This is an optimization exercise on Yosys and OpenROAD, whose aim is small area, not a production implementation. Function was checked by simulation only, so behaviour that the tests miss may differ from the original. Power and IR drop assume default switching activity.

Setup of build 72:
## avc
module avc (
    input  wire        clk,
    input  wire        rst,
    input  wire        rx,
    output wire        tx,
    output wire        en,
    input  wire [9:0]  haddr,
    input  wire [15:0] hwdata,
    input  wire        hwe,
    output reg  [15:0] hrdata
);
    reg        en_r;
    reg [11:0] local_addr;
    reg [15:0] arg;
    reg [15:0] res;
    reg        busy, done_r, ok_r, rxm_valid;
    reg [3:0]  err;
    reg [1:0]  cause;
    reg        rxm_bcast;
    reg [11:0] rxm_master, rxm_slave;
    reg [3:0]  rxm_control;
    reg [5:0]  rxm_len;
    reg [255:0] rxd;
    reg        txm_bcast;
    reg [11:0] txm_master, txm_slave;
    reg [3:0]  txm_control;
    reg [8:0]  txm_len;
    reg [255:0] txd;
    reg [3:0]  op;
    reg        b_r;
    reg [2:0]  fid;
    reg        ack;       
    reg        aph;       
    reg        fph;       
    reg        par;
    reg [3:0]  ix;        
    reg [5:0]  bidx;      
    reg [4:0]  t;         
    reg [15:0] acc;
    assign en = en_r;
    wire [4:0]  t1   = t + 5'd1;
    wire [31:0] psel = 32'd1 << (haddr[4:0] - t);    
    wire msg = op[3] & op[2] & ~op[1];                  
    wire dw  = op[3] ? op[0] : op[1];                   
    wire u_start = (fid == 3'd0) & ~ack;
    wire u_bit   = (fid == 3'd1) & ~ack;
    wire u_field = (fid[2] | fid[1]) & ~ack;
    wire [3:0] src_ctl = txm_control;
    reg        src;
    always @* begin
        case (fid)
            3'd2:    src = txm_master[ix];
            3'd3:    src = txm_slave[ix];
            3'd4:    src = src_ctl[ix[1:0]];
            3'd5:    src = txm_len[ix[2:0]];
            3'd6:    src = acc[ix[2:0]];
            default: src = arg[ix];
        endcase
    end
    wire wbit = ack ? 1'b0 : u_bit ? (msg ? txm_bcast : b_r) : (fph ? par : src);
    reg        s_start, s_wr;
  ...
==> flow/config.mk <==
export PLATFORM = sky130hd
export DESIGN_NAME = avc
export DESIGN_NICKNAME = avc
export VERILOG_FILES = /design/flow/design.v
export SDC_FILE = /design/flow/constraint.sdc
export NUM_CORES = 4
export LEC_CHECK = 0
export ABC_AREA = 1
export CAP_MARGIN = 20
export CORE_MARGIN = 2
export CORE_UTILIZATION = 65
export CTS_BUF_LIST = sky130_fd_sc_hd__clkbuf_8
export CTS_CLUSTER_DIAMETER = 60
export CTS_CLUSTER_SIZE = 15
export PLACE_DENSITY = 0.75
export SLEW_MARGIN = 20
==> flow/constraint.sdc <==
create_clock -name core_clock -period 10.0 [get_ports {clk}]
set_input_delay 2.0000 -clock core_clock [delete_from_list [all_inputs] [get_ports {clk}]]
set_output_delay 2.0000 -clock core_clock [all_outputs]
set_load 0.01 [all_outputs]
standard.sh (not shown) runs the stock make flow with config.mk's settings and CLKGATE_MAP_FILE= SYNTH_SCRIPT=/design/flow/synth_recipe.tcl, a recipe that flattens the netlist after the stock synthesis.
==> flow/flow/run.sh <==
#!/bin/bash
# Standard layout, with two changes: port buffers use buf_2 instead of the
# default pick, and clock tree synthesis uses small clock buffers in small
# clusters without dummy loads.
set -euo pipefail
export BUFFER_PORTS_ARGS="-buffer_cell sky130_fd_sc_hd__buf_2"
export CTS_ARGS="-sink_clustering_enable -repair_clock_nets -buf_list sky130_fd_sc_hd__clkbuf_4 -sink_clustering_size 8 -sink_clustering_max_diameter 40 -dont_use_dummy_load"
bash standard.sh > standard.log 2>&1
Build 72 completed; timing, DRC and antenna clean
Setup changes, build 72 to build 68
diff --git a/flow/config.mk b/flow/config.mk
--- a/flow/config.mk
+++ b/flow/config.mk
@@ -6,5 +6,4 @@
 export NUM_CORES = 4
 export LEC_CHECK = 0
-export ABC_AREA = 1
 export CAP_MARGIN = 20
 export CORE_MARGIN = 2
==> results.txt <==
- The lower final total power came out of build 68.
- Looking at number of buffers other than clock buffers in the final layout across build 72 and build 68, the one that comes out higher is build 68.
- Build 72 vs build 68, termination of the worst setup path: hrdata[3] vs hrdata[5]
- Build 68: flow completed, timing, DRC and antenna clean
- Post-detailed-routing wire length (build 72 / build 68): 0.889
- Build 68: portion of netlist area occupied by mux cells 5.0 points above build 72
- In terms of share of final layout cell area taken by clock buffers and inverters, build 68 and build 72 differ only marginally.
- Relative to build 72, minimum period implied by the final worst setup slack increased by 0.90 ns in build 68.
Input-level comparison between build 54 and build 68:
==> flow/flow/run.sh <==
#!/bin/bash
# Standard layout, with two changes: port buffers use buf_1 instead of the
# default pick, and clock tree synthesis uses small clock buffers in small
# clusters without dummy loads.
set -euo pipefail
export BUFFER_PORTS_ARGS="-buffer_cell sky130_fd_sc_hd__buf_1"
export CTS_ARGS="-sink_clustering_enable -repair_clock_nets -buf_list sky130_fd_sc_hd__clkbuf_4 -sink_clustering_size 9 -sink_clustering_max_diameter 45 -dont_use_dummy_load"
bash standard.sh > standard.log 2>&1
diff --git a/flow/config.mk b/flow/config.mk
--- a/flow/config.mk
+++ b/flow/config.mk
@@ -6,4 +6,5 @@
 export NUM_CORES = 4
 export LEC_CHECK = 0
+export ABC_AREA = 1
 export CAP_MARGIN = 20
 export CORE_MARGIN = 2
Results
Post-synth net total on build 54 is up relative to build 68. Build 54 closes out successfully: all stages finished, all timing, DRC and antenna checks passed. Build 54 vs build 68, largest family of logic cells by synthesized area: simple AND/OR/NAND/NOR gates vs compound AO/OA/AOI/OAI gates. Build 54 against build 68: post-synthesis to final-layout area growth shows a reduction of 2.0 points; routed wire length shows a reduction of 11000 µm; routed via count shows a reduction of 2.9%.

job 103:
Starting RTL as in the previous note.
export LEC_CHECK = 0
export CAP_MARGIN = 20
export CORE_MARGIN = 2
export CORE_UTILIZATION = 65
export CTS_BUF_LIST = sky130_fd_sc_hd__clkbuf_8
export CTS_CLUSTER_DIAMETER = 60
export CTS_CLUSTER_SIZE = 15
export PLACE_DENSITY = 0.75
export SLEW_MARGIN = 20
create_clock -name core_clock -period 10.0 [get_ports {clk}]
run.sh (not shown) runs the stock make flow with config.mk's settings and CLKGATE_MAP_FILE= SYNTH_SCRIPT=/design/flow/synth_recipe.tcl, a recipe that flattens the netlist after the stock synthesis.
Stock flow here: none of the scripts above is used.
What job 104 does differently from job 103 at the input level:
# job 103
export LEC_CHECK = 0
export CAP_MARGIN = 20
export CORE_MARGIN = 2
export CORE_UTILIZATION = 65
export CTS_BUF_LIST = sky130_fd_sc_hd__clkbuf_8
export CTS_CLUSTER_DIAMETER = 60
export CTS_CLUSTER_SIZE = 15
export PLACE_DENSITY = 0.75
export SLEW_MARGIN = 20
create_clock -name core_clock -period 10.0 [get_ports {clk}]
# job 104
export LEC_CHECK = 0
export ABC_AREA = 1
export CAP_MARGIN = 20
export CORE_MARGIN = 2
export CORE_UTILIZATION = 65
export CTS_BUF_LIST = sky130_fd_sc_hd__clkbuf_8
export CTS_CLUSTER_DIAMETER = 60
export CTS_CLUSTER_SIZE = 15
export PLACE_DENSITY = 0.75
export SLEW_MARGIN = 20
create_clock -name core_clock -period 10.0 [get_ports {clk}]
==> flow/flow/run.sh (new file) <==
#!/bin/bash
# Standard layout, with two changes: port buffers use buf_2 instead of the
# default pick, and clock tree synthesis uses small clock buffers in small
# clusters without dummy loads.
set -euo pipefail
export BUFFER_PORTS_ARGS="-buffer_cell sky130_fd_sc_hd__buf_2"
export CTS_ARGS="-sink_clustering_enable -repair_clock_nets -buf_list sky130_fd_sc_hd__clkbuf_4 -sink_clustering_size 9 -sink_clustering_max_diameter 45 -dont_use_dummy_load"
bash standard.sh > standard.log 2>&1
==> flow/standard.sh (new file) <==
#!/bin/bash
# synth_recipe.tcl (not shown) runs the flow's synth.tcl, then flattens the netlist and writes it again
# the make line also repeats each setting of config.mk as NAME=value (left out here)
make -C /OpenROAD-flow-scripts/flow DESIGN_CONFIG=/design/flow/config.mk WORK_HOME=/design/flow/orfs CLKGATE_MAP_FILE= SYNTH_SCRIPT=/design/flow/synth_recipe.tcl "${@:-finish}"
removed: flow/run.sh
### Flow results
- Looking at the reports, job 104 completed the entire flow and the layout it produced met the timing, design-rule and antenna checks.
- Fmax | job 104 vs job 103 | job 104 faster
- On post-route worst setup slack, job 103 loses to job 104.
- Compare job 104 and job 103 | global-route met2 utilization higher: job 103
- Diff job 103 -> job 104 | placed instance count | up by a little under 10%
- When the final numbers for job 104 and job 103 were put side by side, the site row count turned out to be smaller in job 104.

==> separate check: timing with driven ports <==
Ports are ideal in the flow. The routed layouts listed here were re-timed in OpenROAD.
Step 1 (the two cells are an assumption about what drives the block):
set clk [get_ports {clk}]
set_driving_cell -lib_cell sky130_fd_sc_hd__clkbuf_16 $clk
set_driving_cell -lib_cell sky130_fd_sc_hd__buf_2 [delete_from_list [all_inputs] $clk]
Step 2 also shifts input and output timing later by t, the mid clock arrival at the registers, as if the neighbouring blocks saw the same clock.
Three values: ideal ports, drivers, drivers and shift; two values: the first two.
run	shift t [ns]	setup WS [ns]	hold WS [ns]	worst setup path after step 2	latest minus earliest clock arrival (ns)
build 72	0.940	1.867 / 1.756 / 1.756	0.273 / 0.273 / 0.273	input to output	0.108 / 0.108
build 68	0.923	0.970 / 0.937 / 0.937	0.333 / 0.333 / 0.333	input to output	0.088 / 0.088
build 54	0.890	1.595 / 1.522 / 1.522	0.316 / 0.316 / 0.316	input to output	0.146 / 0.147
job 103	0.779	0.801 / 0.748 / 0.748	0.325 / 0.325 / 0.325	input to output	0.073 / 0.073
job 104	0.907	1.770 / 1.657 / 1.657	0.285 / 0.285 / 0.285	input to output	0.137 / 0.137
After both steps setup and hold are still met in every run listed. For job 104, which loses most, drivers alone change the setup slack by -0.113 ns; drivers and shift together by -0.113 ns.
